What follows belongs to an exercise in optimizing a design on an open flow for small area, a short achievable clock period and few clock cycles; a production flow would make more cautious choices. RTL that was checked went through simulation tests only; none was proved equivalent to the original. Only the layout flow was run in runs 1 to 4; the RTL was not checked for function there.

File: flow/config.mk
export PLATFORM = sky130hd
export DESIGN_NAME = fsk_f2s
export DESIGN_NICKNAME = fsk_f2s
export VERILOG_FILES = /design/flow/design.v
export SDC_FILE = /design/flow/constraint.sdc
export NUM_CORES = 4
export LEC_CHECK = 0
export CAP_MARGIN = 20
export CORE_MARGIN = 2
export CORE_UTILIZATION = 40
export SLEW_MARGIN = 20
File: flow/constraint.sdc
create_clock -name core_clock -period 18.0 [get_ports {clk}]
set_input_delay 3.6000 -clock core_clock [delete_from_list [all_inputs] [get_ports {clk}]]
set_output_delay 3.6000 -clock core_clock [all_outputs]
set_load 0.01 [all_outputs]
File: flow/design.v
module fsk_freq_table (
    input  wire [6:0]  idx,
    output reg  [12:0] tbl_freq,
    output reg  [7:0]  tbl_code
);
  always @(*) begin
    tbl_freq = 13'd1000 + {idx, 5'd0} + {1'b0, idx, 4'd0} + {5'd0, idx, 1'b0};
    if (idx < 7'd26)       tbl_code = {1'b0, idx} + 8'h41;
    else if (idx < 7'd52)  tbl_code = {1'b0, idx} + 8'h47;
    else if (idx < 7'd62)  tbl_code = {1'b0, idx} - 8'h04;
    else if (idx < 7'd67)  tbl_code = {1'b0, idx} + 8'h42;
    else                   tbl_code = 8'h00;
    if (idx > 7'd66) tbl_freq = 13'd0;
  end
endmodule
module fsk_f2s (
    input  wire        clk,
    input  wire        rst,           
    input  wire        in_valid,
    output wire        in_ready,
    input  wire [63:0] in_num,
    input  wire [63:0] in_den,
    input  wire [31:0] in_tol,
    input  wire        in_gate_en,
    input  wire [31:0] in_gate_lo,
    input  wire [31:0] in_gate_hi,
    output reg         out_valid,
    output reg  [1:0]  out_status,
    output reg  [7:0]  out_code,
    output reg  [6:0]  out_index
);
  localparam [1:0] ST_FOUND    = 2'd0;
  localparam [1:0] ST_NOTFOUND = 2'd1;
  localparam [1:0] ST_ILLEGAL  = 2'd2;
  localparam [1:0] ST_GATED    = 2'd3;
  parameter [6:0] REG_AFTER = 7'b111_1111;
  reg        v0;
  reg [63:0] n0, d0;
  reg [31:0] t0, lo0, hi0;
  reg        ge0;
  reg        busy;            
  assign in_ready = ~(v0 & busy);
  wire accept  = in_valid & in_ready;
  wire proceed = v0 & ~busy;   
  function [5:0] lzc64(input [63:0] x);
    reg [31:0] a;
    reg [15:0] b;
    reg [7:0]  c;
    reg [3:0]  e;
    reg [1:0]  f;
    begin
      lzc64[5] = ~|x[63:32];
      a = lzc64[5] ? x[31:0] : x[63:32];
      lzc64[4] = ~|a[31:16];
      b = lzc64[4] ? a[15:0] : a[31:16];
      lzc64[3] = ~|b[15:8];
      c = lzc64[3] ? b[7:0] : b[15:8];
      lzc64[2] = ~|c[7:4];
      e = lzc64[2] ? c[3:0] : c[7:4];
      lzc64[1] = ~|e[3:2];
      f = lzc64[1] ? e[1:0] : e[3:2];
      lzc64[0] = ~f[1];
    end
  endfunction
  function [13:0] sat14(input [31:0] x);
    sat14 = (x[31:13] != 19'd0) ? 14'd8192 : {1'b0, x[12:0]};
  endfunction
  localparam MW = 50;
  localparam M_V = 0, M_FX = 1, M_FST = 2, M_SLOW = 4, M_PR = 5, M_GE = 7,
             M_LO = 8, M_HI = 22, M_T = 36;
  wire fast = d0 > {13'd0, n0[63:13]};
  wire sat  = d0 <= {39'd0, n0[63:39]};
  wire q26  = d0 > {26'd0, n0[63:26]};     
  wire slow = ~fast & ~sat;
  wire ill  = (d0 == 64'd0);
  wire gz   = ge0 & (n0 == 64'd0);
  wire inj_slow1 = proceed & slow;
  wire [5:0]   lz = lzc64(d0);
  wire [63:0]  dn = d0 << lz;
  wire [102:0] xw = {39'd0, n0} << lz;
  wire [76:0]  xn = fast ? xw[76:0] : (q26 ? xw[89:13] : xw[102:26]);
  reg [MW-1:0] ma_in;
  always @(*) begin
    ma_in = {MW{1'b0}};
    ma_in[M_V]  = proceed;
    ma_in[M_GE] = ge0;
    ma_in[M_LO +: 14] = gz ? 14'd8192 : sat14(lo0);
    ma_in[M_HI +: 14] = sat14(hi0);
    ma_in[M_T  +: 14] = sat14(t0);
    ma_in[M_FX] = sat;
    ma_in[M_FST +: 2] = ill ? ST_ILLEGAL : (ge0 ? ST_GATED : ST_NOTFOUND);
    ma_in[M_SLOW] = slow;
    ma_in[M_PR +: 2] = slow ? (q26 ? 2'd1 : 2'd2) : 2'd0;
  end
  reg [62:0]   a_s;
  reg [13:0]   a_b;
  reg [63:0]   a_d;
  reg [MW-1:0] a_m;
  always @(posedge clk) begin
    a_s <= xn[76:14];
    a_b <= xn[13:0];
    a_d <= dn;
    a_m[MW-1:1] <= ma_in[MW-1:1];
    a_m[0] <= rst ? 1'b0 : ma_in[0];
  end
  reg [31:0] lo_h, hi_h;
  reg [32:0] t1k_h;           
  reg        ge_h, p3_h;
  wire [64:0]   s_w [0:7];    
  wire [64:0]   c_w [0:7];
  wire [63:0]   d_w [0:7];    
  wire [13:0]   b_w [0:7];    
  wire [13:0]   p_w [0:7];    
  wire [13:0]   n_w [0:7];    
  wire [MW-1:0] m_w [0:7];
  wire [64:0]   sm = s_w[0];
  wire [64:0]   cm = c_w[0];
  wire [63:0]   dm = d_w[0];
  wire [13:0]   pm = p_w[0];
  wire [13:0]   nm = n_w[0];
  wire [MW-1:0] mm = m_w[0];
  wire mv    = mm[M_V];
  wire mslow = mm[M_SLOW];
  wire [1:0] mpr = mm[M_PR+1:M_PR];
  wire inj_rec = mv & mslow & (mpr != 2'd0);
  reg [MW-1:0] m_st;
  always @(*) begin
    m_st = a_m;
    if (inj_rec) begin
      m_st = mm;
      m_st[M_PR +: 2] = mpr - 2'd1;
    end
  end
  assign s_w[7] = inj_rec ? sm : {2'b00, a_s};
  assign c_w[7] = inj_rec ? cm : 65'd0;
  assign b_w[7] = inj_rec ? 14'd0 : a_b;
  assign d_w[7] = inj_rec ? dm : a_d;
  assign p_w[7] = 14'd0;
  assign n_w[7] = 14'd0;
  assign m_w[7] = m_st;
  genvar j;
  generate
    for (j = 6; j >= 0; j = j - 1) begin : g_step
      wire [64:0] s = s_w[j+1];
      wire [64:0] c = c_w[j+1];
      wire [63:0] d = d_w[j+1];
      wire [66:0] a  = {s, b_w[j+1][2*j+1:2*j]};
      wire [66:0] bb = {c, 2'b00};
      wire [6:0] e = a[66:60] + bb[66:60];
      wire [2:0] di = d[62:60];
      reg signed [6:0] m2, m1, m0, mn;
      always @(*) begin
        case (di)
          3'd0: begin m2 = 7'sd12; m1 = 7'sd3; m0 = -7'sd5;  mn = -7'sd13; end
          3'd1: begin m2 = 7'sd14; m1 = 7'sd4; m0 = -7'sd6;  mn = -7'sd15; end
          3'd2: begin m2 = 7'sd15; m1 = 7'sd4; m0 = -7'sd6;  mn = -7'sd16; end
          3'd3: begin m2 = 7'sd16; m1 = 7'sd4; m0 = -7'sd7;  mn = -7'sd18; end
          3'd4: begin m2 = 7'sd18; m1 = 7'sd5; m0 = -7'sd8;  mn = -7'sd20; end
          3'd5: begin m2 = 7'sd19; m1 = 7'sd5; m0 = -7'sd8;  mn = -7'sd21; end
          3'd6: begin m2 = 7'sd20; m1 = 7'sd5; m0 = -7'sd9;  mn = -7'sd23; end
          default: begin m2 = 7'sd22; m1 = 7'sd6; m0 = -7'sd10; mn = -7'sd25; end
        endcase
      end
      wire signed [6:0] es = e;
      wire ge2 = es >= m2;
      wire ge1 = es >= m1;
      wire ge0_ = es >= m0;
      wire gen = es >= mn;
      wire qpos = ge1;                  
      wire qneg = ~ge0_;                
      wire mag2 = ge2 | ~gen;           
      wire mag1 = (ge1 & ~ge2) | (gen & ~ge0_);   
      wire [64:0] mag = ({65{mag2}} & {d, 1'b0}) | ({65{mag1}} & {1'b0, d});
      wire [64:0] x   = {65{qpos}} ^ mag;
      wire [64:0] sn  = a[64:0] ^ bb[64:0] ^ x;
      wire [64:0] cn  = {(a[63:0] & bb[63:0]) | (a[63:0] & x[63:0]) | (bb[63:0] & x[63:0]), qpos};
      wire [13:0] pn  = p_w[j+1] | ({12'd0, qpos & mag2, qpos & mag1} << (2*j));
      wire [13:0] nn  = n_w[j+1] | ({12'd0, qneg & mag2, qneg & mag1} << (2*j));
      if (REG_AFTER[j]) begin : g_reg
        reg [64:0]   s_q, c_q;
        reg [63:0]   d_q;
        reg [13:0]   b_q, p_q, n_q;
        reg [MW-1:0] m_q;
        always @(posedge clk) begin
          s_q <= sn;
          c_q <= cn;
          d_q <= d;
          b_q <= b_w[j+1];
          p_q <= pn;
          n_q <= nn;
          m_q[MW-1:1] <= m_w[j+1][MW-1:1];
          m_q[0] <= rst ? 1'b0 : m_w[j+1][0];
        end
        assign s_w[j] = s_q;
        assign c_w[j] = c_q;
        assign d_w[j] = d_q;
        assign b_w[j] = b_q;
        assign p_w[j] = p_q;
        assign n_w[j] = n_q;
        assign m_w[j] = m_q;
      end else begin : g_comb
        assign s_w[j] = sn;
        assign c_w[j] = cn;
        assign d_w[j] = d;
        assign b_w[j] = b_w[j+1];
        assign p_w[j] = pn;
        assign n_w[j] = nn;
        assign m_w[j] = m_w[j+1];
      end
    end
  endgenerate
  reg [29:0] acc;
  wire [14:0] pdig = {1'b0, pm} - {1'b0, nm};
  wire [65:0] wsum = {sm[64], sm} + {cm[64], cm};
  wire        wneg = wsum[64];
  wire        wz   = ((sm ^ cm) == {sm[63:0] | cm[63:0], 1'b0});
  wire [14:0] qlow = pdig - {14'd0, wneg};
  reg        f1_v, f1_fx, f1_ge, f1_rnz, s1_v;
  reg [1:0]  f1_fst;
  reg [14:0] f1_q;
  reg [13:0] f1_lo, f1_hi, f1_t;
  always @(posedge clk) begin
    f1_v    <= rst ? 1'b0 : (mv & ~mslow);
    s1_v    <= rst ? 1'b0 : (mv & mslow & (mpr == 2'd0));
    f1_fx   <= mm[M_FX];
    f1_fst  <= mm[M_FST +: 2];
    f1_ge   <= mm[M_GE];
    f1_rnz  <= ~wz;
    f1_q    <= qlow;
    f1_lo   <= mm[M_LO +: 14];
    f1_hi   <= mm[M_HI +: 14];
    f1_t    <= mm[M_T  +: 14];
  end
  wire [43:0] q_sc   = {acc, 14'd0} + {{29{f1_q[14]}}, f1_q};
  wire [39:0] q_full = p3_h ? q_sc[41:2] : q_sc[40:1];
  wire        rnz_s  = f1_rnz | q_sc[0] | (p3_h & q_sc[1]);
  reg  [39:0] sa_q;
  reg         sa_rnz, sa_v;
  always @(posedge clk) begin
    sa_v   <= rst ? 1'b0 : s1_v;
    sa_q   <= q_full;
    sa_rnz <= rnz_s;
  end
  wire gok_s = (sa_q >= {8'd0, lo_h}) &
               ((sa_q < {8'd0, hi_h}) | ((sa_q == {8'd0, hi_h}) & ~sa_rnz));
  wire signed [41:0] wp = $signed({2'b00, sa_q}) - $signed({9'd0, t1k_h});   
  wire        w_le0 = (wp < 0) | ((wp == 0) & ~sa_rnz);
  wire        w_big = sa_rnz ? (wp > 3299) : (wp > 3300);
  wire [12:0] w49   = wp[12:0] + 13'd49 + {12'd0, sa_rnz};
  reg         sc_v, sc_gated;
  reg  [12:0] sc_v49;
  always @(posedge clk) begin
    sc_v     <= rst ? 1'b0 : sa_v;
    sc_gated <= ge_h & ~gok_s;
    sc_v49   <= w_le0 ? 13'd0 : (w_big ? 13'd3400 : w49);
  end
  wire done_slow = sc_v;
  always @(posedge clk) begin
    if (rst) begin
      v0   <= 1'b0;
      busy <= 1'b0;
    end else begin
      if (in_ready) v0 <= in_valid;
      if (inj_slow1) busy <= 1'b1;
      else if (done_slow) busy <= 1'b0;
    end
    if (accept) begin
      n0  <= in_num;
      d0  <= in_den;
      t0  <= in_tol;
      lo0 <= in_gate_lo;
      hi0 <= in_gate_hi;
      ge0 <= in_gate_en;
    end
    if (inj_slow1) begin
      lo_h  <= lo0;
      hi_h  <= hi0;
      t1k_h <= {1'b0, t0} + 33'd1000;
      ge_h  <= ge0;
      p3_h  <= ~q26;
      acc   <= 30'd0;
    end else if (inj_rec) begin
      acc <= {acc[15:0], 14'd0} + {{15{pdig[14]}}, pdig};
    end
  end
  wire [13:0] q_f  = f1_q[13:0];    
  wire [13:0] qc_f = q_f + {13'd0, f1_rnz};
  wire gok_f = (q_f >= f1_lo) & (qc_f <= f1_hi);
  wire signed [14:0] v49_f = $signed({1'b0, qc_f}) - $signed({1'b0, f1_t}) - 15'sd951;
  wire signed [14:0] s_f   = $signed({1'b0, q_f})  + $signed({1'b0, f1_t}) - 15'sd1000;
  reg        f2_v, f2_fx, f2_gated;
  reg [1:0]  f2_fst;
  reg [14:0] f2_v49, f2_s;
  always @(posedge clk) begin
    f2_v     <= rst ? 1'b0 : f1_v;
    f2_fx    <= f1_fx;
    f2_fst   <= f1_fst;
    f2_gated <= f1_ge & ~gok_f;
    f2_v49   <= v49_f;
    f2_s     <= s_f;
  end
  wire [6:0] d50_base [0:63];
  wire [6:0] d50_t1   [0:63];
  genvar h;
  generate
    for (h = 0; h < 64; h = h + 1) begin : g_d50
      assign d50_base[h] = (64 * h) / 50;
      assign d50_t1[h]   = 50 * ((64 * h) / 50 + 1) - 64 * h;
    end
  endgenerate
  function [6:0] div50(input [11:0] x, input [6:0] base, input [6:0] t1);
    reg [7:0] t2;
    begin
      t2 = {1'b0, t1} + 8'd50;
      div50 = base + {6'd0, {1'b0, x[5:0]} >= t1} + {6'd0, {2'b00, x[5:0]} >= t2};
    end
  endfunction
  wire        g_fx    = sc_v ? 1'b0 : f2_fx;
  wire        g_gated = sc_v ? sc_gated : f2_gated;
  wire [14:0] g_v49   = sc_v ? {2'b00, sc_v49} : f2_v49;
  wire [14:0] g_s     = sc_v ? 15'd3300 : f2_s;
  wire [6:0]  ia_raw  = div50(g_v49[11:0], d50_base[g_v49[11:6]], d50_t1[g_v49[11:6]]);
  wire [6:0]  ib      = div50(g_s[11:0],   d50_base[g_s[11:6]],   d50_t1[g_s[11:6]]);
  reg        f3_v, f3_fx, f3_gated, f3_vbig, f3_sbig, f3_sneg;
  reg [1:0]  f3_fst;
  reg [6:0]  f3_ia, f3_ib;
  always @(posedge clk) begin
    f3_v     <= rst ? 1'b0 : (f2_v | sc_v);
    f3_fx    <= g_fx;
    f3_fst   <= f2_fst;
    f3_gated <= g_gated;
    f3_vbig  <= $signed(g_v49) > 15'sd3349;
    f3_sbig  <= $signed(g_s) >= 15'sd3300;
    f3_sneg  <= g_s[14];
    f3_ia    <= ($signed(g_v49) <= 15'sd49) ? 7'd0 : ia_raw;
    f3_ib    <= ib;
  end
  wire found = ~f3_vbig & (f3_sbig | (~f3_sneg & (f3_ia <= f3_ib)));
  wire [12:0] tbl_freq;
  wire [7:0]  tbl_code;
  fsk_freq_table u_table (
      .idx      (f3_ia),
      .tbl_freq (tbl_freq),
      .tbl_code (tbl_code)
  );
  always @(posedge clk) begin
    out_valid <= rst ? 1'b0 : f3_v;
    if (f3_fx) begin
      out_status <= f3_fst;
      out_code   <= 8'd0;
      out_index  <= 7'd0;
    end else if (f3_gated) begin
      out_status <= ST_GATED;
      out_code   <= 8'd0;
      out_index  <= 7'd0;
    end else if (found) begin
      out_status <= ST_FOUND;
      out_code   <= tbl_code;
      out_index  <= f3_ia;
    end else begin
      out_status <= ST_NOTFOUND;
      out_code   <= 8'd0;
      out_index  <= 7'd0;
    end
  end
endmodule
File: flow/run.sh
#!/bin/bash
# synth_recipe.tcl (not shown) runs the flow's synth.tcl, then flattens the netlist and writes it again
# the make line also repeats each setting of config.mk as NAME=value (left out here)
make -C /OpenROAD-flow-scripts/flow DESIGN_CONFIG=/design/flow/config.mk WORK_HOME=/design/flow/orfs CLKGATE_MAP_FILE= SYNTH_SCRIPT=/design/flow/synth_recipe.tcl finish
==> results of run 1 <==
final cells by class:
type	instances	area, µm²	share of cell area [%]
diodes	7	17.5	0.0131
clock buffers	382	7870	5.89
clock inverters	108	1480	1.11
inverters	2213	8310	6.21
multi-input cells	6265	52400	39.2
flip-flops and latches	2603	55400	41.4
well taps	3919	4900	3.67
repair buffers	364	3350	2.50
final timing paths:
kind,from,end,slack [ns],depth (start not counted)
max reg2reg,d0[61]$_DFFE_PP_,a_s[27]$_DFF_P_,9.37,17
max,d0[61]$_DFFE_PP_,a_s[27]$_DFF_P_,9.37,17
min reg2reg,b_w[3][3]$_DFF_P_,b_w[2][3]$_DFF_P_,0.28,0
min,b_w[3][3]$_DFF_P_,b_w[2][3]$_DFF_P_,0.28,0
critical path, cell delays in order (launching register included):
cell	delay (ns)
edfxtp_1	0.55
or4_1	0.73
or3_1	0.54
nor3_4	0.23
buf_4	0.60
mux2i_4	0.32
buf_4	0.76
o21ai_4	0.11
buf_4	0.30
o21ai_0	0.87
a31o_4	0.51
buf_4	0.78
mux2_2	0.38
mux2i_1	0.10
a21oi_1	0.71
o21ai_0	0.27
a21o_1	0.34
a221o_1	0.35
cells in the mapped netlist, types with 12 or more instances:
master     number
and2_1        101
edfxtp_1      324
ha_1          699
fa_1          449
xor2_1        477
a22oi_1       426
buf_2          28
o221ai_1       38
nand3_1        92
dfxtp_1      2279
nand4_1        90
o22ai_1       129
nor3_1        110
a221o_1        14
a221oi_1       38
buf_4          12
inv_1        2212
nor2b_1       109
o21a_1         47
a31oi_1        42
xnor2_1       241
a21boi_0       20
or2_2          22
mux4_2         19
o211ai_1       76
a21o_1        148
nor4_1         67
o2111ai_1      21
o31ai_1        14
mux2i_1       474
nand2_1       600
o21bai_1       37
mux2_2         74
o21ai_1        23
a21oi_1       437
nor3b_1        14
buf_1          50
nor2_1        435
nand2b_1      107
clkbuf_1      338
a211o_1        21
and3_1         32
a211oi_1       42
or3_1          13
o21ai_0       309
per-layer routing:
layer  routed length (µm)  part of all wire [%]  global-route usage (%)
met1               162000                    43                    32.2
met2               176000                    47                    41.0
met3                20300                   5.4                    3.60
met4                15700                   4.2                    9.75
met5                   80                 0.021                       0
cells by family after synthesis:
logic type / count (synthesis)
other: 1
buffers and inverters: 2651
adder cells (fa/ha/maj): 1148
AND/OR/NAND/NOR: 1837
AO/OA/AOI/OAI: 1988
multiplexers: 573
XOR/XNOR: 718
flip-flops: 2603
cells in the final DEF, fill, tap and decap left out, types with 415 or more instances in the layout:
master	netlist	routed
xor2_1	477	477
inv_1	2212	2212
a21oi_1	437	435
dfxtp_1	2279	2277
nor2_1	435	415
ha_1	699	699
fa_1	449	449
mux2i_1	474	470
nand2_1	600	598
a22oi_1	426	426
sequential cells by signal, summed over array words and instances, names as in the netlist, 63 cells and up:
name,flops
n0,64
g_step.g_reg.c_q,455
g_step.g_reg.m_q,350
g_step.g_reg.s_q,455
d0,64
a_d,64
g_step.g_reg.d_q,448
a_s,63
==> results.json, run 1 <==
{
  "status": "complete, no violations",
  "ant_nets": 0,
  "port_buffers": 246,
  "rows": 199,
  "synthAdderAreaFrac_pct": 15.1,
  "start_util_pct": 40.1,
  "fin_crit_ns": 8.63,
  "cts_setup_buffers": 0,
  "cts.repair.resized": 0,
  "numPlacedInstances": 15364,
  "synthSimpleGateAreaFrac_pct": 7.45,
  "place_ws_ns": 9.63,
  "cts_hold_buf": 0,
  "dieArea_mm2": 0.298,
  "clk_pin_slew_worst_paths_ns": 0.06,
  "htreeDepth": 5,
  "worstSetupPathType": "reg -> reg",
  "synth_top_area_share_pct": 38.8,
  "synth_nets": 12895,
  "cts_tree": "done",
  "setup_ws_ns": 9.37,
  "synth_area_mm2": 0.118,
  "yosys.area.top_type": "dfxtp_1",
  "end_kind": "flop",
  "crit_fanout": 70,
  "grt_max_degree": 84,
  "io_pins": 247,
  "post-route-util_pct": 45.6,
  "synth_top_family_by_area": "adder cells",
  "final-hold-violation-count": 0,
  "grt_usage_pct": 24.7,
  "syn_avg_cell_area_um2": 10.2,
  "first_global_vias": 84433,
  "tightest_slew_ns": 1.20,
  "synth-async-reset-ratio_pct": 0,
  "dr_total_vias": 81718,
  "place_congestion": 0.943,
  "synthMuxAreaShare_pct": 5.17,
  "die_x_um": 546,
  "clock_path_buffers": 4,
  "drt-initial-drc-count": 6388,
  "netlist_instances": 11519,
  "min_path_type": "reg -> reg",
  "slew_headroom_pct": 20.0,
  "final_area_mm2": 0.134,
  "setup_tns_ns": 0,
  "synth_edf_count": 324,
  "drc": 0,
  "antenna_found_initial": 16,
  "synth.area.top_cells": "dfxtp_1 39%, edfxtp_1 8.3%, fa_1 7.6%",
  "vias_per_cell": 5.15,
  "synth-main-ff-cell": "dfxtp_1",
  "layoutNonFillerInstCount": 15861,
  "cts-buffers-inserted": 277,
  "final.period_utilization_pct": 47.9,
  "nets": 13100,
  "critPathArrivalTime_ns": 9.41,
  "grt_pass1_wl_mm": 556,
  "worstSetupStartpointType": "flop",
  "wl_per_cell_um": 23.6,
  "report.final.setup_viol": 0,
  "clk_latency_ns": 0.91,
  "synth_xor_area_share_pct": 5.35,
  "drt-pass1-iter-count": 6,
  "postPlaceCellArea_mm2": 0.124,
  "drive_gt1_share_pct": 6.15,
  "synth_cell_types": 99,
  "ys_seq_area_share_pct": 47.1,
  "critPathRequiredTime_ns": 18.79,
  "routed_wl_mm": 374,
  "skew_ns": 0.102,
  "grt_remaining_overflow": 0,
  "whs_ns": 0.283,
  "cts.sinks": 2603,
  "cap_violations": 0,
  "fillerInstances": 27418,
  "dp_hpwl_mm": 284,
  "synth_compound_area_share_pct": 11.2,
  "grt_setup_unrepaired": "no",
  "max_freq_mhz": 116,
  "ys_ff_latch": 2603,
  "yosysWarnings": 2,
  "die_h_um": 546,
  "drv_slew": 0,
  "cts_root_buf": "clkbuf_16",
  "area_growth_syn_to_layout_pct": 13.7,
  "core_mm2": 0.293
}
==> run 2: changes to the inputs <==
--- a/flow/design.v
+++ b/flow/design.v
@@ -34,5 +34,5 @@
   localparam [1:0] ST_ILLEGAL  = 2'd2;
   localparam [1:0] ST_GATED    = 2'd3;
-  parameter [6:0] REG_AFTER = 7'b111_1111;
+  parameter [6:0] REG_AFTER = 7'b101_0101;
   reg        v0;
   reg [63:0] n0, d0;
==> results.json, run 2 <==
{
  "cts_setup_buffers": 0,
  "place_congestion": 0.976,
  "dieArea_mm2": 0.246,
  "grt_max_degree": 128,
  "tightest_slew_ns": 1.18,
  "routed_wl_mm": 333,
  "cts_hold_buf": 0,
  "start_util_pct": 40.3,
  "first_global_vias": 75384,
  "clock_path_buffers": 3,
  "io_pins": 247,
  "slew_headroom_pct": 20.3,
  "crit_buf_inv": 5,
  "synth_area_mm2": 0.0970,
  "whs_ns": 0.255,
  "synth-async-reset-ratio_pct": 0,
  "ys_top_cells_by_count": "1,481 x dfxtp_1, 768 x inv_1, 681 x ha_1",
  "synth_top_area_share_pct": 30.6,
  "netlist_instances": 9580,
  "setup_tns_ns": 0,
  "final_common_cell": "dfxtp_1",
  "drv_slew": 0,
  "critPathRequiredTime_ns": 18.72,
  "nets": 11013,
  "worstSetupStartpointType": "flop",
  "max_stage_delay_ns": 0.76,
  "vias_per_cell": 5.77,
  "htreeDepth": 4,
  "synth_most_common_cell": "dfxtp_1",
  "synth_edf_count": 324,
  "cts_root_buf": "clkbuf_16",
  "setup_ws_ns": 8.25,
  "clk_pin_slew_worst_paths_ns": 0.06,
  "synth_nets": 10938,
  "ys_ff_latch": 1805,
  "cap_violations": 0,
  "port_buffers": 246,
  "final.period_utilization_pct": 54.2,
  "yosys.area.top_type": "dfxtp_1",
  "cts.repair.resized": 0,
  "core_mm2": 0.241,
  "cp_slowest_cell": "buf_4",
  "path_delay_family": "compound AO/OA/AOI/OAI gates",
  "drive_gt1_share_pct": 6.35,
  "critPathMostFrequentCell": "fa_1",
  "cts-buffers-inserted": 191,
  "cts_tree": "done",
  "syn_avg_cell_area_um2": 10.1,
  "ys_seq_area_share_pct": 40.6,
  "grt_remaining_overflow": 0,
  "dp_hpwl_mm": 252,
  "crit_fanout": 64,
  "drt-pass1-iter-count": 8,
  "final-hold-violation-count": 0,
  "layout_common_cells": "1,480 x dfxtp_1, 768 x inv_1, 681 x ha_1, 656 x nand2_1, 548 x xnor2_1",
  "drt-initial-drc-count": 7267,
  "reg_top3": "g_step.g_reg.c_q x260, g_step.g_reg.s_q x260, g_step.g_reg.d_q x256",
  "cts.sinks": 1805,
  "end_kind": "flop",
  "report.final.setup_viol": 0,
  "synth-main-ff-cell": "dfxtp_1",
  "die_h_um": 496,
  "grt_pass1_wl_mm": 495,
  "dr_total_vias": 75005,
  "postPlaceCellArea_mm2": 0.103,
  "synth_cell_types": 111,
  "fin_crit_ns": 9.75,
  "final_area_mm2": 0.109,
  "status": "complete, no violations",
  "clk_latency_ns": 0.86,
  "skew_ns": 0.0773,
  "rows": 180,
  "drc": 0,
  "wl_per_cell_um": 25.6,
  "synth.area.top_cells": "dfxtp_1 31%, edfxtp_1 10%, fa_1 9.3%",
  "min_path_type": "reg -> reg",
  "die_x_um": 496,
  "antenna_found_initial": 15,
  "yosysWarnings": 2,
  "grt_usage_pct": 26.6,
  "critPathArrivalTime_ns": 10.47,
  "worstSetupPathType": "reg -> reg",
  "place_ws_ns": 8.44,
  "max_freq_mhz": 103,
  "ant_nets": 0,
  "area_growth_syn_to_layout_pct": 12.7,
  "grt_setup_unrepaired": "no"
}
run 2: cell count changes after synthesis, sizes merged, moves of 28 or more:
cell | before | now
nand3 | 92 | 205
dfxtp | 2279 | 1481
a211o | 21 | 78
buf | 100 | 128
xor2 | 477 | 83
a211oi | 44 | 87
mux2i | 476 | 335
inv | 2212 | 769
a221o | 14 | 73
a22oi | 426 | 368
a21oi | 441 | 548
xnor2 | 241 | 548
nand2 | 600 | 660
a31oi | 43 | 78
run 2: cells by family (layout without fill, tap and decap cells):
| family | Yosys count | count (layout) | share of synthesized area, % |
|---|---|---|---|
| flops | 1805 | 1805 | 40.6 |
| other cells | 1 | 6 | 0.00387 |
| mux | 407 | 407 | 4.30 |
| compound gates | 2358 | 2358 | 16.5 |
| buf+inv | 1248 | 1486 | 4.97 |
| fa+ha+maj | 1146 | 1146 | 18.2 |
| simple gates | 1984 | 1984 | 9.74 |
| xor+xnor | 631 | 631 | 5.70 |
run 2: per-layer routing:
layer,vias to the layer above,track usage [%],share of wire (%)
li1,34098,-,-
met1,36938,34.9,42
met2,3228,43.1,46
met3,735,3.88,6.7
met4,6,12.6,5.2
met5,-,0,0.010
run 2: layout make-up:
type / instances / area, µm²
repair buffers: 359 / 3330
multi-input cells: 6527 / 53100
inverters: 771 / 2890
clock inverters: 85 / 1080
flip-flops and latches: 1805 / 39400
well taps: 3185 / 3990
fillers: 22514 / 131000
clock buffers: 271 / 5560
diodes: 5 / 12.5
run 2: final timing paths:
kind	cells past startpoint	start	slack, ns	end
max	35	g_step[6].g_reg.s_q[58]$_DFF_P_	8.25	g_step[4].g_reg.s_q[35]$_DFF_P_
min	0	g_step[4].g_reg.m_q[39]$_DFF_P_	0.26	g_step[2].g_reg.m_q[39]$_DFF_P_
max reg2reg	35	g_step[6].g_reg.s_q[58]$_DFF_P_	8.25	g_step[4].g_reg.s_q[35]$_DFF_P_
min reg2reg	0	g_step[4].g_reg.m_q[39]$_DFF_P_	0.26	g_step[2].g_reg.m_q[39]$_DFF_P_
run 2: through the flow:
step | utilization (%) | cells
after floorplan | - | 9580
after CTS | 45.4 | 13002
after detailed placement | 42.6 | 12646
after global routing | 45.4 | 13005
final | 45.4 | 13008
after global placement | 42.6 | 12645
==> run 3: changes to the inputs <==
--- a/flow/design.v
+++ b/flow/design.v
@@ -34,12 +34,13 @@
   localparam [1:0] ST_ILLEGAL  = 2'd2;
   localparam [1:0] ST_GATED    = 2'd3;
-  parameter [6:0] REG_AFTER = 7'b101_0101;
+  parameter [6:0] REG_AFTER = 7'b111_1111;
   reg        v0;
   reg [63:0] n0, d0;
   reg [31:0] t0, lo0, hi0;
   reg        ge0;
+  reg [5:0]  lz0;             
   reg        busy;            
-  assign in_ready = ~(v0 & busy);
-  wire accept  = in_valid & in_ready;
+  reg        rdy;             
+  assign in_ready = rdy;
   wire proceed = v0 & ~busy;   
   function [5:0] lzc64(input [63:0] x);
@@ -76,7 +77,6 @@
   wire gz   = ge0 & (n0 == 64'd0);
   wire inj_slow1 = proceed & slow;
-  wire [5:0]   lz = lzc64(d0);
-  wire [63:0]  dn = d0 << lz;
-  wire [102:0] xw = {39'd0, n0} << lz;
+  wire [63:0]  dn = d0 << lz0;
+  wire [102:0] xw = {39'd0, n0} << lz0;
   wire [76:0]  xn = fast ? xw[76:0] : (q26 ? xw[89:13] : xw[102:26]);
   reg [MW-1:0] ma_in;
@@ -124,4 +124,7 @@
   wire [1:0] mpr = mm[M_PR+1:M_PR];
   wire inj_rec = mv & mslow & (mpr != 2'd0);
+  wire [MW-1:0] mp = m_w[1];
+  reg rec_r;
+  always @(posedge clk) rec_r <= ~rst & mp[M_V] & mp[M_SLOW] & (mp[M_PR+1:M_PR] != 2'd0);
   reg [MW-1:0] m_st;
   always @(*) begin
@@ -132,8 +135,8 @@
     end
   end
-  assign s_w[7] = inj_rec ? sm : {2'b00, a_s};
-  assign c_w[7] = inj_rec ? cm : 65'd0;
-  assign b_w[7] = inj_rec ? 14'd0 : a_b;
-  assign d_w[7] = inj_rec ? dm : a_d;
+  assign s_w[7] = rec_r ? sm : {2'b00, a_s};
+  assign c_w[7] = rec_r ? cm : 65'd0;
+  assign b_w[7] = rec_r ? 14'd0 : a_b;
+  assign d_w[7] = rec_r ? dm : a_d;
   assign p_w[7] = 14'd0;
   assign n_w[7] = 14'd0;
@@ -212,4 +215,10 @@
   reg [29:0] acc;
   wire [14:0] pdig = {1'b0, pm} - {1'b0, nm};
+  reg  [14:0] pd_r;
+  reg         rec_d;
+  always @(posedge clk) begin
+    pd_r  <= pdig;
+    rec_d <= inj_rec;
+  end
   wire [65:0] wsum = {sm[64], sm} + {cm[64], cm};
   wire        wneg = wsum[64];
@@ -260,10 +269,12 @@
       v0   <= 1'b0;
       busy <= 1'b0;
+      rdy  <= 1'b1;
     end else begin
-      if (in_ready) v0 <= in_valid;
+      if (rdy) v0 <= in_valid;
       if (inj_slow1) busy <= 1'b1;
       else if (done_slow) busy <= 1'b0;
+      rdy <= ~((rdy ? in_valid : v0) & (inj_slow1 | (busy & ~done_slow)));
     end
-    if (accept) begin
+    if (rdy) begin
       n0  <= in_num;
       d0  <= in_den;
@@ -272,4 +283,5 @@
       hi0 <= in_gate_hi;
       ge0 <= in_gate_en;
+      lz0 <= lzc64(in_den);
     end
     if (inj_slow1) begin
@@ -280,6 +292,6 @@
       p3_h  <= ~q26;
       acc   <= 30'd0;
-    end else if (inj_rec) begin
-      acc <= {acc[15:0], 14'd0} + {{15{pdig[14]}}, pdig};
+    end else if (rec_d) begin
+      acc <= {acc[15:0], 14'd0} + {{15{pd_r[14]}}, pd_r};
     end
   end
@@ -321,5 +333,5 @@
   wire [14:0] g_s     = sc_v ? 15'd3300 : f2_s;
   wire [6:0]  ia_raw  = div50(g_v49[11:0], d50_base[g_v49[11:6]], d50_t1[g_v49[11:6]]);
-  wire [6:0]  ib      = div50(g_s[11:0],   d50_base[g_s[11:6]],   d50_t1[g_s[11:6]]);
+  wire [6:0]  ib      = div50(f2_s[11:0],  d50_base[f2_s[11:6]],  d50_t1[f2_s[11:6]]);
   reg        f3_v, f3_fx, f3_gated, f3_vbig, f3_sbig, f3_sneg;
   reg [1:0]  f3_fst;
==> results.json, run 3 <==
{
  "status": "complete, no violations",
  "worstSetupStartpointType": "input pin",
  "setup_tns_ns": 0,
  "ys_ff_latch": 2627,
  "cts_hold_buf": 0,
  "first_global_vias": 83276,
  "synth_top_area_share_pct": 38.8,
  "clock_path_buffers": 4,
  "cp_slowest_cell": "nor4_2",
  "report.final.setup_viol": 0,
  "dieArea_mm2": 0.300,
  "path_delay_family": "simple AND/OR/NAND/NOR gates",
  "cap_violations": 0,
  "htreeDepth": 5,
  "reg_top3": "g_step.g_reg.c_q x455, g_step.g_reg.s_q x455, g_step.g_reg.d_q x448",
  "max_stage_delay_ns": 0.93,
  "yosysWarnings": 2,
  "place_ws_ns": 9.97,
  "grt_pass1_wl_mm": 527,
  "worstSetupPathType": "in -> reg",
  "clk_pin_slew_worst_paths_ns": 0.06,
  "critPathMostFrequentCell": "a21oi_1",
  "layout_common_cells": "2,293 x dfxtp_1, 2,177 x inv_1, 817 x nand2_1, 700 x ha_1, 510 x nor2_1",
  "ys_seq_area_share_pct": 47.2,
  "cts.repair.resized": 0,
  "synth_most_common_cell": "dfxtp_1",
  "max_freq_mhz": 141,
  "setup_ws_ns": 10.92,
  "port_buffers": 246,
  "drv_slew": 0,
  "grt_max_degree": 145,
  "final.period_utilization_pct": 39.3,
  "final_common_cell": "dfxtp_1",
  "nets": 13197,
  "grt_usage_pct": 23.0,
  "yosys.area.top_type": "dfxtp_1",
  "area_growth_syn_to_layout_pct": 13.6,
  "numPlacedInstances": 15454,
  "crit_chain": "clkdlybuf4s50_1 > nor4_1 > nand3_1 > nor4_2 > buf_4 > a21oi_1 > o21ai_0 > or4_1 > a21oi_1 > a21o_1 > a221oi_1 > a21oi_1",
  "dp_hpwl_mm": 268,
  "synth_edf_count": 330,
  "synth_nets": 13014,
  "drive_gt1_share_pct": 6.82,
  "ant_nets": 0,
  "critPathRequiredTime_ns": 18.61,
  "ys_top_cells_by_count": "2,297 x dfxtp_1, 2,178 x inv_1, 817 x nand2_1",
  "antenna_found_initial": 12,
  "routed_wl_mm": 348,
  "rows": 199,
  "crit_fanout": 19,
  "io_pins": 247,
  "drc": 0,
  "final-hold-violation-count": 0,
  "cts_tree": "done",
  "cts_setup_buffers": 0,
  "synth.area.top_cells": "dfxtp_1 39%, edfxtp_1 8.4%, fa_1 7.6%",
  "die_h_um": 548,
  "synth-main-ff-cell": "dfxtp_1",
  "synth_cell_types": 89,
  "fin_crit_ns": 7.08,
  "cts-buffers-inserted": 283,
  "drt-pass1-iter-count": 5,
  "critPathArrivalTime_ns": 7.69,
  "grt_setup_unrepaired": "no",
  "die_x_um": 548,
  "synth-async-reset-ratio_pct": 0,
  "drt-initial-drc-count": 5578,
  "slew_headroom_pct": 25.6,
  "wl_per_cell_um": 21.8,
  "crit_buf_inv": 2,
  "netlist_instances": 11637,
  "min_path_type": "reg -> reg",
  "skew_ns": 0.0692,
  "vias_per_cell": 5.03,
  "grt_remaining_overflow": 0,
  "core_mm2": 0.294,
  "synth_area_mm2": 0.118,
  "layoutNonFillerInstCount": 15962,
  "end_kind": "flop",
  "cts_root_buf": "clkbuf_16",
  "start_util_pct": 40.2,
  "tightest_slew_ns": 1.10,
  "dr_total_vias": 80357,
  "syn_avg_cell_area_um2": 10.2,
  "clk_latency_ns": 0.91,
  "cts.sinks": 2627,
  "place_congestion": 0.934
}
run 3: cell types whose count changed after synthesis, sizes merged, moves of 51 or more:
cell   before   now
buf       128    77
nand3     205    91
a211o      78    18
nand2     660   817
mux4        0   101
dfxtp    1481  2297
nor2      446   511
xor2       83   463
a221o      73     9
a21oi     548   406
inv       769  2180
xnor2     548   246
run 3: per-layer routing:
metal	part of all wire, %	GRT usage [%]	routed length (µm)
met5	0.016	0	55
met4	4.9	10.1	16900
met3	4.4	2.93	15300
met2	47	38.4	164000
met1	44	29.7	152000
run 3: through the flow:
step                hold WS (ns)  utilization [%]  cell area (µm²)
finish                     0.283             45.7           135000
global route               0.288             45.7           135000
CTS                        0.281             45.7           135000
detailed placement         0.312             42.5           125000
global placement           0.309             42.5           125000
floorplan                  0.310                -           118000
run 3: layout make-up:
class	instances	area [µm²]
antenna	6	15.0
clock buffer	377	8050
clock inverter	125	1510
fill	27697	160000
inverter	2184	8200
multi-input combinational	6385	52800
sequential	2627	55900
tap	3919	4900
timing repair buffer	339	3190
run 3: cell families after synthesis:
logic type | Yosys count | share of synthesized area (%)
XOR/XNOR | 709 | 5.24
AND/OR/NAND/NOR | 2122 | 8.35
buffers and inverters | 2625 | 8.33
other | 1 | 0.00317
multiplexers | 517 | 5.52
flip-flops | 2627 | 47.2
AO/OA/AOI/OAI | 1887 | 10.4
adder cells (fa/ha/maj) | 1149 | 15.0
run 3: worst paths after layout:
check | startpoint | end | slack (ns) | depth (start not counted)
setup / recovery | in_den[49] | lz0[0]$_DFFE_PP_ | 10.92 | 12
hold reg to reg | g_step[4].g_reg.n_q[8]$_DFF_P_ | g_step[3].g_reg.n_q[8]$_DFF_P_ | 0.28 | 0
hold / removal | g_step[4].g_reg.n_q[8]$_DFF_P_ | g_step[3].g_reg.n_q[8]$_DFF_P_ | 0.28 | 0
setup reg to reg | rec_r$_DFF_P_ | g_step[6].g_reg.s_q[31]$_DFF_P_ | 11.55 | 15
run 3: worst register-to-register path, delay by kind of cell, from the launching register on:
| kind | cells | cell delay, ns |
|---|---|---|
| adders and majority gates | 2 | 0.79 |
| and+or+nand+nor | 2 | 1.07 |
| AOI/OAI and AO/OA | 6 | 1.51 |
| buffers and inverters | 3 | 1.12 |
| xor gates and xnor gates | 1 | 0.19 |
| DFF | 1 | 0.79 |
| muxes | 1 | 0.86 |
==> run 4: changes to the inputs <==
--- a/flow/design.v
+++ b/flow/design.v
@@ -44,22 +44,29 @@
   assign in_ready = rdy;
   wire proceed = v0 & ~busy;   
+  function [3:0] lzc8(input [7:0] x);
+    casez (x)
+      8'b1???????: lzc8 = 4'd0;
+      8'b01??????: lzc8 = 4'd1;
+      8'b001?????: lzc8 = 4'd2;
+      8'b0001????: lzc8 = 4'd3;
+      8'b00001???: lzc8 = 4'd4;
+      8'b000001??: lzc8 = 4'd5;
+      8'b0000001?: lzc8 = 4'd6;
+      8'b00000001: lzc8 = 4'd7;
+      default:     lzc8 = 4'd8;
+    endcase
+  endfunction
   function [5:0] lzc64(input [63:0] x);
-    reg [31:0] a;
-    reg [15:0] b;
-    reg [7:0]  c;
-    reg [3:0]  e;
-    reg [1:0]  f;
+    reg [7:0] nz;
+    reg [3:0] zb;
+    reg [2:0] lb [0:7];
+    integer k;
     begin
-      lzc64[5] = ~|x[63:32];
-      a = lzc64[5] ? x[31:0] : x[63:32];
-      lzc64[4] = ~|a[31:16];
-      b = lzc64[4] ? a[15:0] : a[31:16];
-      lzc64[3] = ~|b[15:8];
-      c = lzc64[3] ? b[7:0] : b[15:8];
-      lzc64[2] = ~|c[7:4];
-      e = lzc64[2] ? c[3:0] : c[7:4];
-      lzc64[1] = ~|e[3:2];
-      f = lzc64[1] ? e[1:0] : e[3:2];
-      lzc64[0] = ~f[1];
+      for (k = 0; k < 8; k = k + 1) begin
+        nz[k] = |x[8*k +: 8];
+        lb[k] = lzc8(x[8*k +: 8]);
+      end
+      zb = lzc8(nz);
+      lzc64 = {zb[2:0], lb[3'd7 - zb[2:0]]};
     end
   endfunction
@@ -150,5 +157,12 @@
       wire [66:0] a  = {s, b_w[j+1][2*j+1:2*j]};
       wire [66:0] bb = {c, 2'b00};
-      wire [6:0] e = a[66:60] + bb[66:60];
+      wire [6:0] at, bt;
+      if (j == 6) begin : g_top6
+        assign at = rec_r ? sm[64:58] : {2'b00, a_s[62:58]};
+        assign bt = rec_r ? cm[64:58] : 7'd0;
+      end else begin : g_top
+        assign at = a[66:60];
+        assign bt = bb[66:60];
+      end
       wire [2:0] di = d[62:60];
       reg signed [6:0] m2, m1, m0, mn;
@@ -165,5 +179,5 @@
         endcase
       end
-      wire signed [6:0] es = e;
+      wire signed [6:0] es = at + bt;    
       wire ge2 = es >= m2;
       wire ge1 = es >= m1;
@@ -271,10 +285,10 @@
       rdy  <= 1'b1;
     end else begin
-      if (rdy) v0 <= in_valid;
+      if (~(v0 & busy)) v0 <= in_valid;
       if (inj_slow1) busy <= 1'b1;
       else if (done_slow) busy <= 1'b0;
-      rdy <= ~((rdy ? in_valid : v0) & (inj_slow1 | (busy & ~done_slow)));
+      rdy <= ~((~(v0 & busy) ? in_valid : v0) & (inj_slow1 | (busy & ~done_slow)));
     end
-    if (rdy) begin
+    if (~(v0 & busy)) begin
       n0  <= in_num;
       d0  <= in_den;
@@ -332,9 +346,8 @@
   wire [14:0] g_v49   = sc_v ? {2'b00, sc_v49} : f2_v49;
   wire [14:0] g_s     = sc_v ? 15'd3300 : f2_s;
-  wire [6:0]  ia_raw  = div50(g_v49[11:0], d50_base[g_v49[11:6]], d50_t1[g_v49[11:6]]);
-  wire [6:0]  ib      = div50(f2_s[11:0],  d50_base[f2_s[11:6]],  d50_t1[f2_s[11:6]]);
-  reg        f3_v, f3_fx, f3_gated, f3_vbig, f3_sbig, f3_sneg;
+  reg        f3_v, f3_fx, f3_gated, f3_vbig, f3_sbig, f3_sneg, f3_vle0;
   reg [1:0]  f3_fst;
-  reg [6:0]  f3_ia, f3_ib;
+  reg [5:0]  f3_vl, f3_sl;
+  reg [6:0]  f3_vb, f3_vt, f3_sb, f3_st;
   always @(posedge clk) begin
     f3_v     <= rst ? 1'b0 : (f2_v | sc_v);
@@ -343,9 +356,16 @@
     f3_gated <= g_gated;
     f3_vbig  <= $signed(g_v49) > 15'sd3349;
+    f3_vle0  <= $signed(g_v49) <= 15'sd49;
     f3_sbig  <= $signed(g_s) >= 15'sd3300;
     f3_sneg  <= g_s[14];
-    f3_ia    <= ($signed(g_v49) <= 15'sd49) ? 7'd0 : ia_raw;
-    f3_ib    <= ib;
+    f3_vl    <= g_v49[5:0];
+    f3_vb    <= d50_base[g_v49[11:6]];
+    f3_vt    <= d50_t1[g_v49[11:6]];
+    f3_sl    <= f2_s[5:0];
+    f3_sb    <= d50_base[f2_s[11:6]];
+    f3_st    <= d50_t1[f2_s[11:6]];
   end
+  wire [6:0] f3_ia = f3_vle0 ? 7'd0 : div50({6'd0, f3_vl}, f3_vb, f3_vt);
+  wire [6:0] f3_ib = div50({6'd0, f3_sl}, f3_sb, f3_st);
   wire found = ~f3_vbig & (f3_sbig | (~f3_sneg & (f3_ia <= f3_ib)));
   wire [12:0] tbl_freq;
--- a/flow/config.mk
+++ b/flow/config.mk
@@ -8,4 +8,5 @@
 export CAP_MARGIN = 20
 export CORE_MARGIN = 2
-export CORE_UTILIZATION = 40
+export CORE_UTILIZATION = 60
+export PLACE_DENSITY = 0.7
 export SLEW_MARGIN = 20
==> results.json, run 4 <==
{
  "status": "complete, no violations",
  "synth_nets": 13141,
  "synth-main-ff-cell": "dfxtp_1",
  "rows": 163,
  "grt_setup_unrepaired": "no",
  "core_mm2": 0.198,
  "crit_cells": 16,
  "cts.sinks": 2650,
  "antenna_found_initial": 13,
  "synth-async-reset-ratio_pct": 0,
  "final.period_utilization_pct": 33.7,
  "nets": 13310,
  "setup_tns_ns": 0,
  "ys_top_cells_by_count": "2,320 x dfxtp_1, 2,200 x inv_1, 790 x nand2_1",
  "routed_wl_mm": 336,
  "max_freq_mhz": 165,
  "grt_pass1_wl_mm": 512,
  "cap_violations": 0,
  "netlist_instances": 11765,
  "fin_crit_ns": 6.06,
  "reg_top3": "g_step.g_reg.c_q x455, g_step.g_reg.s_q x455, g_step.g_reg.d_q x448",
  "wl_met2_mm": 152,
  "ys_seq_area_share_pct": 47.1,
  "max_stage_delay_ns": 0.88,
  "synth_area_mm2": 0.120,
  "grt_max_degree": 173,
  "drc": 0,
  "worstReg2RegEnd": "g_step[6].g_reg.s_q[35]$_DFF_P_",
  "cts_root_buf": "clkbuf_16",
  "die_x_um": 451,
  "tightest_slew_ns": 1.28,
  "dp_hpwl_mm": 255,
  "r2r_setup_slack_ns": 11.94,
  "synth.area.top_cells": "dfxtp_1 39%, edfxtp_1 8.3%, fa_1 7.5%",
  "ys_ff_latch": 2650,
  "dieArea_mm2": 0.203,
  "cts_setup_buffers": 0,
  "crit_fanout": 64,
  "critPathArrivalTime_ns": 6.89,
  "wl_per_cell_um": 22.7,
  "yosysWarnings": 3,
  "fillerInstances": 15153,
  "path_delay_family": "adder cells",
  "drt-initial-drc-count": 7631,
  "grt_usage_pct": 32.9,
  "place_congestion": 0.950,
  "cp-endpoint": "g_step[6].g_reg.s_q[35]$_DFF_P_",
  "crit_buf_inv": 4,
  "drive_gt1_share_pct": 6.41,
  "whs_ns": 0.250,
  "worstSetupStartpointType": "flop",
  "highest_layer": "met5",
  "end_kind": "flop",
  "io_pins": 247,
  "min_path_type": "reg -> reg",
  "clock_path_buffers": 4,
  "yosys.area.top_type": "dfxtp_1",
  "final_common_cell": "dfxtp_1",
  "die_h_um": 451,
  "ant_nets": 0,
  "slew_headroom_pct": 14.7,
  "area_growth_syn_to_layout_pct": 11.6,
  "cts_tree": "done",
  "synth_edf_count": 330,
  "dr_total_vias": 83353,
  "clk_pin_slew_worst_paths_ns": 0.07,
  "reg2reg_from": "rec_r$_DFF_P_",
  "synth_most_common_cell": "dfxtp_1",
  "synth_cell_types": 105,
  "clk_latency_ns": 0.96,
  "worstSetupPathType": "reg -> reg",
  "layout_common_cells": "2,318 x dfxtp_1, 2,198 x inv_1, 789 x nand2_1, 699 x ha_1, 526 x nor2_1",
  "cp_slowest_cell": "dfxtp_4",
  "cts-buffers-inserted": 284,
  "crit_start": "rec_r$_DFF_P_",
  "start_util_pct": 60.5,
  "drv_slew": 0,
  "cts_hold_buf": 0,
  "port_buffers": 246,
  "final-hold-violation-count": 0,
  "htreeDepth": 5,
  "critPathRequiredTime_ns": 18.83,
  "vias_per_cell": 5.64,
  "report.final.setup_viol": 0,
  "skew_ns": 0.0865,
  "synth_top_area_share_pct": 38.8,
  "crit_chain": "mux2i_1 > inv_1 > ha_1 > fa_1 > xor2_1 > ha_1 > a21o_1 > o41a_2 > buf_4 > a21boi_0 > nor2_4 > buf_4 > o22ai_1 > xnor2_1 > fa_1 > inv_1",
  "r2r_cells": 16,
  "met3WireLength_mm": 22.8,
  "first_global_vias": 84189,
  "wl_met1_mm": 144,
  "cts.repair.resized": 0,
  "grt_remaining_overflow": 0,
  "post-route-util_pct": 67.5,
  "drt-pass1-iter-count": 6,
  "syn_avg_cell_area_um2": 10.2
}
[run 4: through the flow]
stage / area [µm²] / instances / setup WS [ns]
3_5_place_dp: 124000 / 14287 / 11.43
2_1_floorplan: 120000 / 11765 / 12.09
4_1_cts: 134000 / 14768 / 12.01
5_1_grt: 134000 / 14770 / 11.73
6_report: 134000 / 14774 / 11.94
3_3_place_gp: 124000 / 14287 / 11.28
[run 4: layer usage]
layer | global-route usage, % | vias up
li1 | - | 38859
met1 | 44.7 | 40759
met2 | 52.2 | 3037
met3 | 5.41 | 692
met4 | 14.2 | 6
met5 | 0 | -
[run 4: layout make-up]
class / count / area, µm² / area share, %
sequential: 2650 / 56400 / 42.2
multi-input combinational: 6465 / 53400 / 40.0
inverter: 2206 / 8280 / 6.20
clock buffer: 386 / 8140 / 6.09
tap: 2640 / 3300 / 2.47
timing repair buffer: 327 / 3120 / 2.33
clock inverter: 95 / 1000 / 0.751
antenna: 5 / 12.5 / 0.00936
[run 4: logic make-up after synthesis]
kind of cell,count (synthesis),share of synthesized area (%)
and+or+nand+nor,2145,8.36
muxes,550,5.70
DFF,2650,47.1
xor gates and xnor gates,721,5.28
buffers and inverters,2650,8.38
other,1,0.00313
adders and majority gates,1148,14.8
AOI/OAI and AO/OA,1900,10.4
[run 4: worst min-delay path by stage]
stage | from | endpoint | slack, ns | cells past startpoint
CTS | g_step[5].g_reg.m_q[16]$_DFF_P_ | g_step[4].g_reg.m_q[16]$_DFF_P_ | 0.25 | 0
floorplan | b_w[2][0]$_DFF_P_ | b_w[1][0]$_DFF_P_ | 0.31 | 0
finish | g_step[5].g_reg.m_q[16]$_DFF_P_ | g_step[4].g_reg.m_q[16]$_DFF_P_ | 0.25 | 0
global placement | g_step[2].g_reg.m_q[39]$_DFF_P_ | g_step[1].g_reg.m_q[39]$_DFF_P_ | 0.31 | 0
detailed placement | b_w[2][1]$_DFF_P_ | b_w[1][1]$_DFF_P_ | 0.31 | 0
global route | g_step[5].g_reg.m_q[16]$_DFF_P_ | g_step[4].g_reg.m_q[16]$_DFF_P_ | 0.26 | 0
==> run 5: changes to the inputs <==
--- a/flow/design.v
+++ b/flow/design.v
@@ -267,5 +267,5 @@
   wire gok_s = (sa_q >= {8'd0, lo_h}) &
                ((sa_q < {8'd0, hi_h}) | ((sa_q == {8'd0, hi_h}) & ~sa_rnz));
-  wire signed [41:0] wp = $signed({2'b00, sa_q}) - $signed({9'd0, t1k_h});   
+  wire signed [41:0] wp = {2'b00, sa_q} - {9'd0, t1k_h};   
   wire        w_le0 = (wp < 0) | ((wp == 0) & ~sa_rnz);
   wire        w_big = sa_rnz ? (wp > 3299) : (wp > 3300);
@@ -313,6 +313,6 @@
   wire [13:0] qc_f = q_f + {13'd0, f1_rnz};
   wire gok_f = (q_f >= f1_lo) & (qc_f <= f1_hi);
-  wire signed [14:0] v49_f = $signed({1'b0, qc_f}) - $signed({1'b0, f1_t}) - 15'sd951;
-  wire signed [14:0] s_f   = $signed({1'b0, q_f})  + $signed({1'b0, f1_t}) - 15'sd1000;
+  wire signed [14:0] v49_f = {1'b0, qc_f} - {1'b0, f1_t} - 15'd951;
+  wire signed [14:0] s_f   = {1'b0, q_f}  + {1'b0, f1_t} - 15'd1000;
   reg        f2_v, f2_fx, f2_gated;
   reg [1:0]  f2_fst;
@@ -346,4 +346,6 @@
   wire [14:0] g_v49   = sc_v ? {2'b00, sc_v49} : f2_v49;
   wire [14:0] g_s     = sc_v ? 15'd3300 : f2_s;
+  wire signed [14:0] g_v49s = g_v49;
+  wire signed [14:0] g_ss   = g_s;
   reg        f3_v, f3_fx, f3_gated, f3_vbig, f3_sbig, f3_sneg, f3_vle0;
   reg [1:0]  f3_fst;
@@ -355,7 +357,7 @@
     f3_fst   <= f2_fst;
     f3_gated <= g_gated;
-    f3_vbig  <= $signed(g_v49) > 15'sd3349;
-    f3_vle0  <= $signed(g_v49) <= 15'sd49;
-    f3_sbig  <= $signed(g_s) >= 15'sd3300;
+    f3_vbig  <= g_v49s > 15'sd3349;
+    f3_vle0  <= g_v49s <= 15'sd49;
+    f3_sbig  <= g_ss >= 15'sd3300;
     f3_sneg  <= g_s[14];
     f3_vl    <= g_v49[5:0];
--- a/flow/config.mk
+++ b/flow/config.mk
@@ -8,5 +8,4 @@
 export CAP_MARGIN = 20
 export CORE_MARGIN = 2
-export CORE_UTILIZATION = 60
-export PLACE_DENSITY = 0.7
+export CORE_UTILIZATION = 40
 export SLEW_MARGIN = 20
==> results.json, run 5 <==
{
  "crit_fanout": 64,
  "drv_slew": 0,
  "reg_top3": "g_step.g_reg.c_q x455, g_step.g_reg.s_q x455, g_step.g_reg.d_q x448",
  "clk_pin_slew_worst_paths_ns": 0.06,
  "cts-buffers-inserted": 282,
  "clk_latency_ns": 0.90,
  "die_x_um": 551,
  "rows": 200,
  "core_mm2": 0.297,
  "worstSetupStartpointType": "flop",
  "slew_headroom_pct": 22.1,
  "fin_crit_ns": 6.52,
  "cap_violations": 0,
  "cts_tree": "done",
  "final.period_utilization_pct": 36.2,
  "grt_usage_pct": 21.6,
  "clock_path_buffers": 4,
  "cts_root_buf": "clkbuf_16",
  "final-hold-violation-count": 0,
  "synth-async-reset-ratio_pct": 0,
  "critPathRequiredTime_ns": 18.76,
  "io_pins": 247,
  "dr_total_vias": 80170,
  "numPlacedInstances": 15604,
  "drive_gt1_share_pct": 6.57,
  "ys_ff_latch": 2650,
  "yosysWarnings": 3,
  "cts.repair.resized": 0,
  "wl_met2_mm": 153,
  "htreeDepth": 5,
  "cts.sinks": 2650,
  "crit_buf_inv": 5,
  "port_buffers": 246,
  "drt-initial-drc-count": 6113,
  "first_global_vias": 80553,
  "grt_pass1_wl_mm": 501,
  "path_delay_family": "buffers and inverters",
  "start_util_pct": 40.3,
  "synth.area.top_cells": "dfxtp_1 39%, edfxtp_1 8.3%, fa_1 7.5%",
  "antenna_found_initial": 35,
  "synth_nets": 13141,
  "met3WireLength_mm": 16.2,
  "grt_remaining_overflow": 0,
  "routed_wl_mm": 329,
  "synth_top_area_share_pct": 38.8,
  "critPathArrivalTime_ns": 7.28,
  "synth_edf_count": 330,
  "max_stage_delay_ns": 0.99,
  "highest_layer": "met5",
  "wl_met1_mm": 145,
  "tightest_slew_ns": 1.14,
  "nets": 13325,
  "layoutNonFillerInstCount": 16120,
  "area_growth_syn_to_layout_pct": 13.2,
  "status": "complete, no violations",
  "grt_max_degree": 141,
  "critPathMostFrequentCell": "buf_4",
  "cp_slowest_cell": "dfxtp_4",
  "synth_cell_types": 105,
  "dp_hpwl_mm": 252,
  "ys_top_cells_by_count": "2,320 x dfxtp_1, 2,200 x inv_1, 790 x nand2_1",
  "layout_common_cells": "2,319 x dfxtp_1, 2,197 x inv_1, 789 x nand2_1, 699 x ha_1, 526 x nor2_1",
  "post-route-util_pct": 45.6,
  "min_path_type": "reg -> reg",
  "dieArea_mm2": 0.304,
  "ys_seq_area_share_pct": 47.1,
  "cts_setup_buffers": 0,
  "synth_most_common_cell": "dfxtp_1",
  "yosys.area.top_type": "dfxtp_1",
  "max_freq_mhz": 153,
  "die_h_um": 551,
  "report.final.setup_viol": 0,
  "syn_avg_cell_area_um2": 10.2,
  "drt-pass1-iter-count": 5,
  "skew_ns": 0.0833,
  "wl_per_cell_um": 20.4,
  "vias_per_cell": 4.97,
  "ant_nets": 0,
  "place_congestion": 0.945,
  "synth-main-ff-cell": "dfxtp_1",
  "crit_chain": "buf_4 > mux2i_1 > inv_1 > ha_1 > a21oi_1 > o21bai_1 > a21oi_1 > xnor2_1 > o41a_2 > buf_4 > a21boi_0 > nor2_4 > buf_4 > o22ai_1 > xnor2_1 > fa_1 > inv_1",
  "netlist_instances": 11765,
  "cts_hold_buf": 0,
  "worstSetupPathType": "reg -> reg",
  "end_kind": "flop",
  "drc": 0,
  "grt_setup_unrepaired": "no",
  "synth_area_mm2": 0.120,
  "setup_tns_ns": 0,
  "final_common_cell": "dfxtp_1"
}
[run 5: cell counts after synthesis]
No cell type changed its count.
[run 5: final timing paths]
check | end | slack (ns) | start | depth (start not counted)
worst max-delay path | g_step[6].g_reg.s_q[27]$_DFF_P_ | 11.48 | rec_r$_DFF_P_ | 17
worst min-delay path | g_step[2].g_reg.m_q[47]$_DFF_P_ | 0.29 | g_step[3].g_reg.m_q[47]$_DFF_P_ | 0
worst max register to register | g_step[6].g_reg.s_q[27]$_DFF_P_ | 11.48 | rec_r$_DFF_P_ | 17
worst min register to register | g_step[2].g_reg.m_q[47]$_DFF_P_ | 0.29 | g_step[3].g_reg.m_q[47]$_DFF_P_ | 0
[run 5: layout make-up]
class / count / area, µm²
Fill cell: 28112 / 162000
Sequential cell: 2650 / 56400
Multi-Input combinational cell: 6465 / 53400
Inverter: 2206 / 8280
Clock buffer: 390 / 8010
Tap cell: 3939 / 4930
Timing Repair Buffer: 344 / 3220
Clock inverter: 99 / 1220
Antenna cell: 27 / 67.6
[run 5: cells by family after synthesis]
| kind of cell | synth area share (%) |
|---|---|
| xor gates and xnor gates | 5.28 |
| DFF | 47.1 |
| buffers and inverters | 8.38 |
| and+or+nand+nor | 8.36 |
| AOI/OAI and AO/OA | 10.4 |
| muxes | 5.70 |
| adders and majority gates | 14.8 |
| other | 0.00313 |
[run 5: stage by stage]
stage	worst slack (ns)	area, µm²	hold WS (ns)
2_1_floorplan	12.09	120000	0.310
3_3_place_gp	11.34	126000	0.310
3_5_place_dp	11.26	126000	0.312
4_1_cts	11.44	135000	0.281
5_1_grt	11.11	135000	0.280
6_report	11.48	135000	0.287
[run 5: per-layer routing]
layer | up-vias | global-route usage (%)
met4 | 16 | 9.40
met1 | 38753 | 28.5
met3 | 559 | 2.66
li1 | 38901 | -
met5 | - | 0
met2 | 1941 | 35.6
Testbench counts of run 5, summed over its fixed seeds: cycles 5,264.

## port drivers added, routing unchanged
The flow's constraints put no driver on any port. The routed layouts listed below were extracted and timed again, unchanged, in two steps. Step 1: set_driving_cell puts a clkbuf_16 on clk and a buf_2 on each other input, an assumption about the parent block. Step 2 adds t to the input delays and takes it off the output delays; t is the mean of the earliest and latest rising clock arrival at the registers after step 1. Input paths then give back, and output paths get back, about the clock's delay inside the block. a / b / c = no drivers / after step 1 / after step 2; a / b = the first two.
run	t, ns	slack for setup (ns)	worst setup path after step 2	worst register clock-pin slew, ns
run 1	0.963	9.373 / 9.373 / 9.373	register to register	0.07 / 0.07
run 2	0.919	8.251 / 8.251 / 8.251	register to register	0.07 / 0.07
run 3	0.974	10.922 / 11.003 / 10.030	input to register	0.07 / 0.07
run 4	0.998	11.939 / 11.939 / 11.367	input to register	0.07 / 0.07
run 5	0.956	11.483 / 11.483 / 11.186	input to register	0.07 / 0.07
After both steps setup and hold are still met in every run listed. For run 3, which loses most, drivers alone change the setup slack by +0.081 ns; drivers and shift together by -0.892 ns.
